Context: an optimization exercise on an open-source flow, tuned for a short achievable clock period and few clock cycles. The choices shown serve that exercise and are no tape-out recipe. Function was checked by simulation only, so behaviour that the tests miss may differ from the original. Power is estimated from default activity; no workload was simulated.

==> inputs of 02-05 <==
## lj372_core
module lj372_core (
    input  wire        clk,
    input  wire        rst,
    output reg         mem_req,
    output reg         mem_we,
    output reg  [11:0] mem_addr,
    output reg  [15:0] mem_wdata,
    input  wire        mem_ready,
    input  wire [15:0] mem_rdata,
    input  wire        con_in_valid,
    input  wire [7:0]  con_in_data,
    output reg         con_in_ready,
    output reg         con_out_valid,
    output reg  [7:0]  con_out_data,
    input  wire        con_out_ready,
    output wire        halted,
    output wire        faulted,
    input  wire [3:0]  dbg_sel,
    output reg  [15:0] dbg_data
);
    localparam [3:0] OP_BR   = 4'h0, OP_ADD  = 4'h1, OP_LD   = 4'h2, OP_ST   = 4'h3,
                     OP_JSR  = 4'h4, OP_AND  = 4'h5, OP_LDR  = 4'h6, OP_STR  = 4'h7,
                     OP_INV  = 4'h8, OP_NOT  = 4'h9, OP_LDI  = 4'hA, OP_STI  = 4'hB,
                     OP_JMP  = 4'hC, OP_PP   = 4'hD, OP_LEA  = 4'hE, OP_TRAP = 4'hF;
    reg  [15:0] regs [0:7];
    reg  [2:0]  cc;             
    reg  [15:0] fpc;            
    reg         halt_r, fault_r;
    reg  [15:0] fault_addr;
    reg         iv;             
    reg  [15:0] ir;
    reg  [15:0] xpc;            
    reg  [15:0] ea;             
    reg         ea_stale;
    reg         ph;             
    reg         cov;            
    reg  [7:0]  cbyte;
    reg  [15:0] ic_word  [0:7];
    reg  [8:0]  ic_tag   [0:7];
    reg  [7:0]  ic_valid;
    reg  [15:0] dc_word  [0:7];
  ...
clock: 10.0 ns
lec_check: 0
abc_clock_period_in_ps: 4000
cap_margin: 20
core_margin: 2
core_utilization: 40
setup_slack_margin: 5
slew_margin: 20
run.sh (not shown) runs the stock make flow with config.mk's settings and CLKGATE_MAP_FILE= SYNTH_SCRIPT=/design/flow/synth_recipe.tcl, a recipe that flattens the netlist after the stock synthesis.
==> 11-08 (differences from 02-05) <==
--- a/flow/design.v
+++ b/flow/design.v
@@ -232,17 +232,17 @@
             if (is_lea)      r0_f = ea;
             else if (is_alu) r0_f = alu;
             else             r0_st = 1'b1;
         end
     end
     wire        fwd_ok  = iv & (is_lea | is_alu);
     wire [15:0] fwd_val = is_lea ? ea : alu;
     wire [127:0] rf = {regs[7], regs[6], regs[5], regs[4], regs[3], regs[2], regs[1], regs[0]};
-    function [16:0] pre(input [15:0] w, input [15:0] pc0, input [15:0] pc1, input [127:0] rfv,
+    function [16:0] pre(input [15:0] w, input [15:0] pc1, input [127:0] rfv,
                         input [7:0] wm, input [15:0] r6v, input [15:0] r6m1v, input r6s,
                         input [15:0] r0v, input r0s, input ivv,
                         input fok, input [2:0] freg, input [15:0] fval,
                         input [23:0] pcv, input [79:0] rfp, input [79:0] rfm);
         reg [15:0] base, e_ldr, e_p9, e_p11;
         reg [6:0]  lo6;
         reg [9:0]  lo9;
         reg [11:0] lo11;
@@ -251,20 +251,20 @@
         reg [3:0]  o;
         begin
             o    = w[15:12];
             base = rfv[w[8:6]*16 +: 16];
             bp   = rfp[w[8:6]*10 +: 10];
             bm   = rfm[w[8:6]*10 +: 10];
             lo6  = {1'b0, base[5:0]} + {1'b0, w[5:0]};
             e_ldr = {w[5] ? (lo6[6] ? base[15:6] : bm) : (lo6[6] ? bp : base[15:6]), lo6[5:0]};
-            lo9  = {1'b0, pc0[8:0]} + {1'b0, w[8:0]} + 10'd1;
-            e_p9 = {w[8] ? (lo9[9] ? pc0[15:9] : pcv[13:7]) : (lo9[9] ? pcv[6:0] : pc0[15:9]), lo9[8:0]};
-            lo11 = {1'b0, pc0[10:0]} + {1'b0, w[10:0]} + 12'd1;
-            e_p11 = {w[10] ? (lo11[11] ? pc0[15:11] : pcv[23:19]) : (lo11[11] ? pcv[18:14] : pc0[15:11]), lo11[10:0]};
+            lo9  = {1'b0, pc1[8:0]} + {1'b0, w[8:0]};
+            e_p9 = {w[8] ? (lo9[9] ? pc1[15:9] : pcv[13:7]) : (lo9[9] ? pcv[6:0] : pc1[15:9]), lo9[8:0]};
+            lo11 = {1'b0, pc1[10:0]} + {1'b0, w[10:0]};
+            e_p11 = {w[10] ? (lo11[11] ? pc1[15:11] : pcv[23:19]) : (lo11[11] ? pcv[18:14] : pc1[15:11]), lo11[10:0]};
             fm     = fok & (freg == w[8:6]);
             c_ldr  = (o == OP_LDR) | (o == OP_STR);
             c_p11  = (o == OP_JSR) & w[11];
             c_pc1  = (o == OP_JSR) & ~w[11] & (w[8:6] == 3'd7);
             c_fwd  = ((o == OP_JMP) | ((o == OP_JSR) & ~w[11] & (w[8:6] != 3'd7))) & fm;
             c_base = ((o == OP_JMP) | ((o == OP_JSR) & ~w[11] & (w[8:6] != 3'd7))) & ~fm;
             c_pop  = (o == OP_PP) & w[5];
             c_push = (o == OP_PP) & ~w[5];
@@ -275,56 +275,49 @@
                         ({16{c_pop}}  & r6v)   | ({16{c_push}} & r6m1v) | ({16{c_trap}} & r0v);
             pre[16] = ivv & ((c_ldr | c_base) & wm[w[8:6]] | (o == OP_PP) & r6s |
                              c_trap & r0s & (w[7:0] == 8'h22));
         end
     endfunction
     function [23:0] pcvar(input [15:0] a);
         pcvar = {a[15:11] - 5'd1, a[15:11] + 5'd1, a[15:9] - 7'd1, a[15:9] + 7'd1};
     endfunction
-    wire [23:0] pcv_s = pcvar(fpc);
-    wire [23:0] pcv_r = pcvar(ea);
+    wire [23:0] pcv_s = pcvar(fpc1);
+    wire [23:0] pcv_r = pcvar(ea1);
     wire [23:0] pcv_m = redirect ? pcv_r : pcv_s;
     reg  [79:0] rfp, rfm;
     always @(*)
         for (q = 0; q < 8; q = q + 1) begin
             rfp[q*10 +: 10] = regs[q][15:6] + 10'd1;
             rfm[q*10 +: 10] = regs[q][15:6] - 10'd1;
         end
-    wire [16:0] pre_s = pre(icw_s,     fpc, fpc1, rf, wmask, r6_f, r6m1_f, r6_st, r0_f, r0_st, iv, fwd_ok, f_dr, fwd_val, pcv_s, rfp, rfm);
-    wire [16:0] pre_r = pre(icw_r,     ea,  ea1,  rf, wmask, r6_f, r6m1_f, r6_st, r0_f, r0_st, iv, fwd_ok, f_dr, fwd_val, pcv_r, rfp, rfm);
-    wire [16:0] pre_m = pre(mem_rdata, fa,  fa1,  rf, wmask, r6_f, r6m1_f, r6_st, r0_f, r0_st, iv, fwd_ok, f_dr, fwd_val, pcv_m, rfp, rfm);
+    wire [16:0] pre_s = pre(icw_s,     fpc1, rf, wmask, r6_f, r6m1_f, r6_st, r0_f, r0_st, iv, fwd_ok, f_dr, fwd_val, pcv_s, rfp, rfm);
+    wire [16:0] pre_r = pre(icw_r,     ea1,  rf, wmask, r6_f, r6m1_f, r6_st, r0_f, r0_st, iv, fwd_ok, f_dr, fwd_val, pcv_r, rfp, rfm);
+    wire [16:0] pre_m = pre(mem_rdata, fa1,  rf, wmask, r6_f, r6m1_f, r6_st, r0_f, r0_st, iv, fwd_ok, f_dr, fwd_val, pcv_m, rfp, rfm);
     wire        sel_s = ~redirect & hit_s;
     wire        sel_r =  redirect & hit_r;
     wire        sel_m = ~(sel_s | sel_r);
     wire [16:0] pre_f = ({17{sel_s}} & pre_s) | ({17{sel_r}} & pre_r) | ({17{sel_m}} & pre_m);
     wire [15:0] f_ea    = pre_f[15:0];
     wire        f_stale = pre_f[16];
     wire [15:0] r6m1    = r6 - 16'd1;
     reg [15:0] r_ea;
     always @(*) begin
         case (op)
             OP_LDR, OP_STR: r_ea = x_sr1 + {{10{ir[5]}}, ir[5:0]};
             OP_PP:          r_ea = ir[5] ? r6 : r6m1;
             OP_TRAP:        r_ea = r0;
             default:        r_ea = x_sr1;
         endcase
     end
-    wire        x_go    = iv & ~ea_stale & ea_in;
-    wire        pp_x    = x_go & (op == OP_PP);
-    wire        port_m  = x_go & (x_dcrd | (x_dcwr & vd_idx) | (t_puts & (~vd_idx | ~cov)));
-    wire        we_hit  = pp_x & ~ir[5];
-    wire        we_miss = we_hit | (port_m & vd_idx);
-    wire [11:0] ad_hit  = pp_x ? ea[11:0] : fa[11:0];
-    wire [11:0] ad_miss = pp_x ? ea[11:0] : ~port_m ? fa[11:0] :
-                          vd_idx ? {dc_tag[dc_idx], dc_idx} : ea[11:0];
     always @(*) begin
-        mem_req   = ~stopped;
-        mem_we    = dc_hit ? we_hit : we_miss;
-        mem_addr  = dc_hit ? ad_hit : ad_miss;
+        mem_req   = ~stopped & (x_port | (~ic_hit & fa_in));
+        mem_we    = x_port & ((op == OP_PP) ? ~ir[5] : vd_idx);
+        mem_addr  = x_port ? (((op == OP_PP) | ~vd_idx) ? ea[11:0] : {dc_tag[dc_idx], dc_idx})
+                           : fa[11:0];
         mem_wdata = (op == OP_PP) ? ((f_dr == 3'd6) ? ea : x_dr) : dc_word[dc_idx];
         con_in_ready  = ~stopped & iv & ~ea_stale & t_getc;
         con_out_valid = ~stopped & ((iv & ~ea_stale & t_out) | cov);
         con_out_data  = cov ? cbyte : r0[7:0];
     end
     integer i;
     always @(posedge clk) begin
         if (rst) begin
==> summary.txt <==
                                                                                   11-08             02-05
Die W                                                                        395 microns       394 microns
Post-layout net count                                                               7357              7471
Simple-gate portion of the synthesized area                                        18.3%             18.7%
Worst-skew pair later-pin latency                                                0.76 ns           0.75 ns
Worst flop-to-flop path endpoint                                        ea[10]$_DFFE_PP_  ea[15]$_DFFE_PP_
Status                                                  no timing/DRC/antenna violations  no timing/DRC/antenna violations
Share of cell area taken by flip-flops and latches                                 24.5%             23.9%
Adder-cell share of the synthesized area                                           2.80%             2.85%
Multi-input combinational gate total                                                5405              5421
Fin area                                                                     76700 sq um       78500 sq um
Detailed-placement wirelength estimate                                    275000 microns    276000 microns
Met1 capacity usage during global routing                                          59.9%             60.8%
Count of routing violations after the opening detailed-route iteration             13400             12900
Critical path endpoint category                                               output pin          register
Number of library cell types mapped by synthesis                                     116                93
Highest ir drop seen on vdd                                                     0.340 mV          0.288 mV
Post-DR wirelength/cell                                                     43.9 microns      43.6 microns
Crit path from                                                           ea[4]$_DFFE_PP_  ea[10]$_DFFE_PP_
Global routing met2 resource utilization                                           68.6%             66.8%
Testbench counts of 02-05, summed over its fixed seeds: cycles 43,237.
Testbench counts of 11-08, summed over its fixed seeds: cycles 43,237.

[afterwards: timing with drivers on the ports]
How much do the figures lean on ideal ports? The routed layouts below were timed once more, with nothing changed but the port constraints.
Step 1 assumes that a clkbuf_16 drives the clock port and a buf_2 every other input.
Step 2 adds t to the input delays and takes it off the output delays; t is the mean of the earliest and latest rising clock arrival at the registers after step 1. Input paths then give back, and output paths get back, about the clock's delay inside the block.
a / b / c = ideal / step 1 / step 2; a / b = the first two.
run	t (ns)	setup slack, ns	worst hold slack (ns)	worst setup path after step 2
02-05	0.808	4.131 / 3.978 / 3.170	0.484 / 0.484 / 0.484	input to register
11-08	0.824	4.361 / 4.243 / 3.419	0.455 / 0.455 / 0.455	input to register
After both steps setup and hold are still met in every run listed. For 02-05, which loses most, drivers alone change the setup slack by -0.153 ns; drivers and shift together by -0.961 ns.
